What follows belongs to an exercise in optimizing a design on an open flow for small area; a production flow would make more cautious choices. Only simulation tests tie the RTL to the original design; equivalence was not proved. Power is estimated from default activity; no workload was simulated.

==> run a: inputs <==
Design nrg_top, start of the top module:
module nrg_top (
    input  wire        clk,
    input  wire        rst,           
    input  wire        host_we,
    input  wire [6:0]  host_addr,
    input  wire [31:0] host_wdata,
    output reg  [31:0] host_rdata,
    output wire        req_valid,
    output wire [1:0]  req_kind,      
    output wire [2:0]  req_area,
    output wire [15:0] req_unit,
    output wire [15:0] req_start,
    output wire [1:0]  req_wc,
    output wire [31:0] req_data,
    input  wire        ans_valid,
    input  wire        ans_err,
    input  wire [7:0]  ans_len,
    input  wire [31:0] ans_data
);
==> flow/config.mk <==
export PLATFORM = sky130hd
export DESIGN_NAME = nrg_top
export DESIGN_NICKNAME = nrg_top
export VERILOG_FILES = /design/flow/design.v
export SDC_FILE = /design/flow/constraint.sdc
export NUM_CORES = 4
export LEC_CHECK = 0
export CAP_MARGIN = 20
export CORE_MARGIN = 2
export CORE_UTILIZATION = 45
export SLEW_MARGIN = 20
==> flow/constraint.sdc <==
create_clock -name core_clock -period 10.0 [get_ports {clk}]
set_input_delay 2.0000 -clock core_clock [delete_from_list [all_inputs] [get_ports {clk}]]
set_output_delay 2.0000 -clock core_clock [all_outputs]
set_load 0.01 [all_outputs]
standard.sh (not shown) runs the stock make flow with config.mk's settings and CLKGATE_MAP_FILE= SYNTH_SCRIPT=/design/flow/synth_recipe.tcl, a recipe that flattens the netlist after the stock synthesis.
==> flow/flow/run.sh <==
#!/bin/bash
# Own layout flow: the standard ORFS flow (standard.sh, unchanged
# synthesis), with three changes to how the layout is made:
#  - the port buffers are the smallest buffer cell instead of a delay cell,
#  - the clock tree is built from clkbuf_4 cells (clkbuf_8 at the root),
#    without dummy loads,
#  - power recovery (downsizing of gates with positive slack) after global
#    routing.
# make's full output goes to make.log; ORFS keeps each step's log in orfs/logs.
set -euo pipefail
cd "$(dirname "$0")/.."
export BUFFER_PORTS_ARGS="-buffer_cell sky130_fd_sc_hd__buf_1"
export CTS_ARGS="-sink_clustering_enable -repair_clock_nets -buf_list sky130_fd_sc_hd__clkbuf_4 -root_buf sky130_fd_sc_hd__clkbuf_8 -dont_use_dummy_load"
export RECOVER_POWER=100
bash standard.sh > make.log 2>&1
==> run b (differences from run a) <==
--- a/flow/design.v
+++ b/flow/design.v
@@ -233,41 +233,38 @@
     wire [3:0] opi    = host_wdata[3:0];       
     wire       op9    = cmd_q[0];              
     wire       selp   = busy_q ? cmd_q[8] : host_wdata[8];
     wire m_p2   = !busy_q && opi == 4'd1;
     wire m_p4   = !busy_q && opi == 4'd2;
     wire m_xbit = !busy_q && opi == 4'd3;
     wire m_sbit = !busy_q && opi == 4'd4;
-    wire m_dec  = busy_q ? seq_q[0] : (opi == 4'd6);
-    wire m_enc  = busy_q ? seq_q[1] : (opi == 4'd7);
-    wire m_id   = busy_q && (seq_q == S_ACQ);         
-    wire rmw_rd = busy_q && seq_q[0] && op9;          
+    wire m_dec  = busy_q ? seq_q[0]  : (opi == 4'd6);
+    wire m_enc  = busy_q ? !seq_q[0] : (opi == 4'd7);
     wire m_cod  = m_dec || m_enc;
     wire dec_bit = m_dec && reg_bit && !(busy_q && op9);
-    wire [15:0] x16 = busy_q ? r_q[31:16] : (m_sbit ? word_q : curword_q);
+    wire [15:0] x16 = busy_q ? r_q[15:0] : (m_sbit ? word_q : curword_q);
     wire [15:0] bmask = 16'd1 << bitsel_q[3:0];
     wire [15:0] y16 = value_q[0] ? (x16 | bmask) : (x16 & ~bmask);
     reg [31:0] src;
     always @* begin
         if (busy_q)
-            src = seq_q[0] ? ans_data : (reg_bit && seq_q[1]) ? {16'd0, y16} : value_q;
+            src = seq_q[0] ? ans_data : (reg_bit ? {16'd0, y16} : value_q);
         else case (opi)
             4'd3:    src = {16'd0, word_q};
             4'd4:    src = {16'd0, y16};
             4'd7:    src = reg_bit ? {16'd0, y16} : value_q;
             default: src = buf_q;
         endcase
     end
     wire [1:0] kk = m_p2 ? {1'b0, t_ab} :
                     m_p4 ? k4 :
-                    rmw_rd ? {1'b1, !t_ab} :
                     m_cod ? (two ? kc : (bytek || coil) ? 2'd0 : {1'b0, !t_ab}) : 2'd0;
-    wire keep_hi = m_p4 || (m_cod && two) || m_id || rmw_rd;
+    wire keep_hi = m_p4 || (m_cod && two);
     wire sext    = m_dec && (t_kind == 3'd2);
-    wire keep_b1 = m_p2 || m_p4 || m_sbit || m_id || (m_cod && !(bytek || coil) && !dec_bit);
+    wire keep_b1 = m_p2 || m_p4 || m_sbit || (m_cod && !(bytek || coil) && !dec_bit);
     wire one_bit = m_xbit || dec_bit;
     wire [31:0] dp;
     nrg_codec u_codec (.src(src), .k(kk), .keep_hi(keep_hi), .sext(sext), .keep_b1(keep_b1),
                        .one_bit(one_bit), .bitsel(bitsel_q[3:0]), .out(dp));
     wire [3:0] pre = !t_hit ? E_TAG :
                      !(two ? t4 : t2) ? E_ORDER :
                      (reg_bit && selp && bs_hi) ? E_BITSEL : E_NONE;
@@ -375,18 +372,16 @@
         end
     end
     always @(posedge clk) begin
         if (issue) begin
             rk_q <= t_kind;
             ra_q <= t_area;
         end
-        if (issue || (answer && !(seq_q[1] && !reg_bit)))
-            r_q[31:16] <= dp[31:16];
-        if (issue || (answer && !(op9 && seq_q != S_ACQ)))
-            r_q[15:0] <= dp[15:0];
+        if (issue || answer)
+            r_q <= (busy_q && seq_q == S_WRITE) ? value_q : dp;
         if (send)
             seq_q <= seq_n;
     end
     assign req_valid = rv_q;
     assign req_kind  = busy_q ? seq_q : 2'd3;
     assign req_area  = area_q;
     assign req_unit  = area_q[2] ? dbnum_q : {8'd0, slave_q};
==> flow/run.sh (new file) <==
#!/bin/bash
# synth_recipe.tcl (not shown) runs the flow's synth.tcl, then flattens the netlist and writes it again
# the make line also repeats each setting of config.mk as NAME=value (left out here)
make -C /OpenROAD-flow-scripts/flow DESIGN_CONFIG=/design/flow/config.mk WORK_HOME=/design/flow/orfs CLKGATE_MAP_FILE= SYNTH_SCRIPT=/design/flow/synth_recipe.tcl finish
==> flow/config.mk (replaced) <==
export PLATFORM = sky130hd
export DESIGN_NAME = nrg_top
export DESIGN_NICKNAME = nrg_top
export VERILOG_FILES = /design/flow/design.v
export SDC_FILE = /design/flow/constraint.sdc
export NUM_CORES = 4
export LEC_CHECK = 0
export CAP_MARGIN = 20
export CORE_MARGIN = 2
export CORE_UTILIZATION = 60
export SLEW_MARGIN = 20
removed: flow/flow/run.sh
removed: flow/standard.sh
==> comparison table <==
Simple-gate area share of the yosys netlist: run b 20.00%; run a 17.93%
R2r setup slk: run b 4.43 ns; run a 3.57 ns
Yosys top cell area share: run b 50.29%; run a 52.51%
VDD IR max: run b 0.0002171 V; run a 0.0001516 V
Length of routed met3 wiring: run b 19390 um; run a 11780 um
Run status: run b complete, no violations; run a failed layout checks
Layout check failures: run b -; run a capacitance limit, slew limit
Total area of multi-input combinational cells: run b 0.009301 mm^2; run a 0.008381 mm^2
Worst hold path endpoint: run b done_q; run a busy_q
Detailed-route vias per instance: run b 7.965; run a 7.114
Htree depth: run b 2; run a 3
Total half-perimeter wirelength after legalization and detailed placement: run b 69230 um; run a 67820 um
Tot GR Track Use: run b 53.29%; run a 40.26%
Power dissipated in the clock network: run b 1.42 mW; run a 1.03 mW
Met2 track demand over resource: run b 74.40%; run a 60.10%
#MultiIn Comb: run b 1454; run a 1289
Final critical-path required period: run b 8.863 ns; run a 9.045 ns
Share of power burned in registers: run b 50.2%; run a 56.9%
Hold WS: run b 0.5722 ns; run a 0.5824 ns
Number of cell rows: run b 67; run a 76
Std-Cell Core Area: run b 0.03336 mm^2; run a 0.04279 mm^2
Top layer in use: run b met4; run a met5
Post-Synthesis Net Count: run b 2040; run a 1862
GR Layer Usage met1: run b 69.66%; run a 54.64%

## port drivers added, routing unchanged
No port has a modelled driver above. Below, the same layouts with a new extraction and two added sets of constraints. Step 1, drivers: a clkbuf_16 drives clk and a buf_2 each remaining input, both assumed. Step 2 adds t to the input delays and takes it off the output delays; t is the mean of the earliest and latest rising clock arrival at the registers after step 1. Input paths then give back, and output paths get back, about the clock's delay inside the block. Slacks: no drivers / after step 1 / after step 2; pairs: no drivers / after step 1.
run	t, ns	setup slack, ns	worst data-port slew with drivers (ns)
run a	0.686	0.955 / 0.898 / 1.585	0.07
run b	0.625	1.137 / 1.100 / 1.100	0.06
The setup slack of run b, which loses most, moves by -0.037 ns with the drivers and by -0.037 ns with both steps.
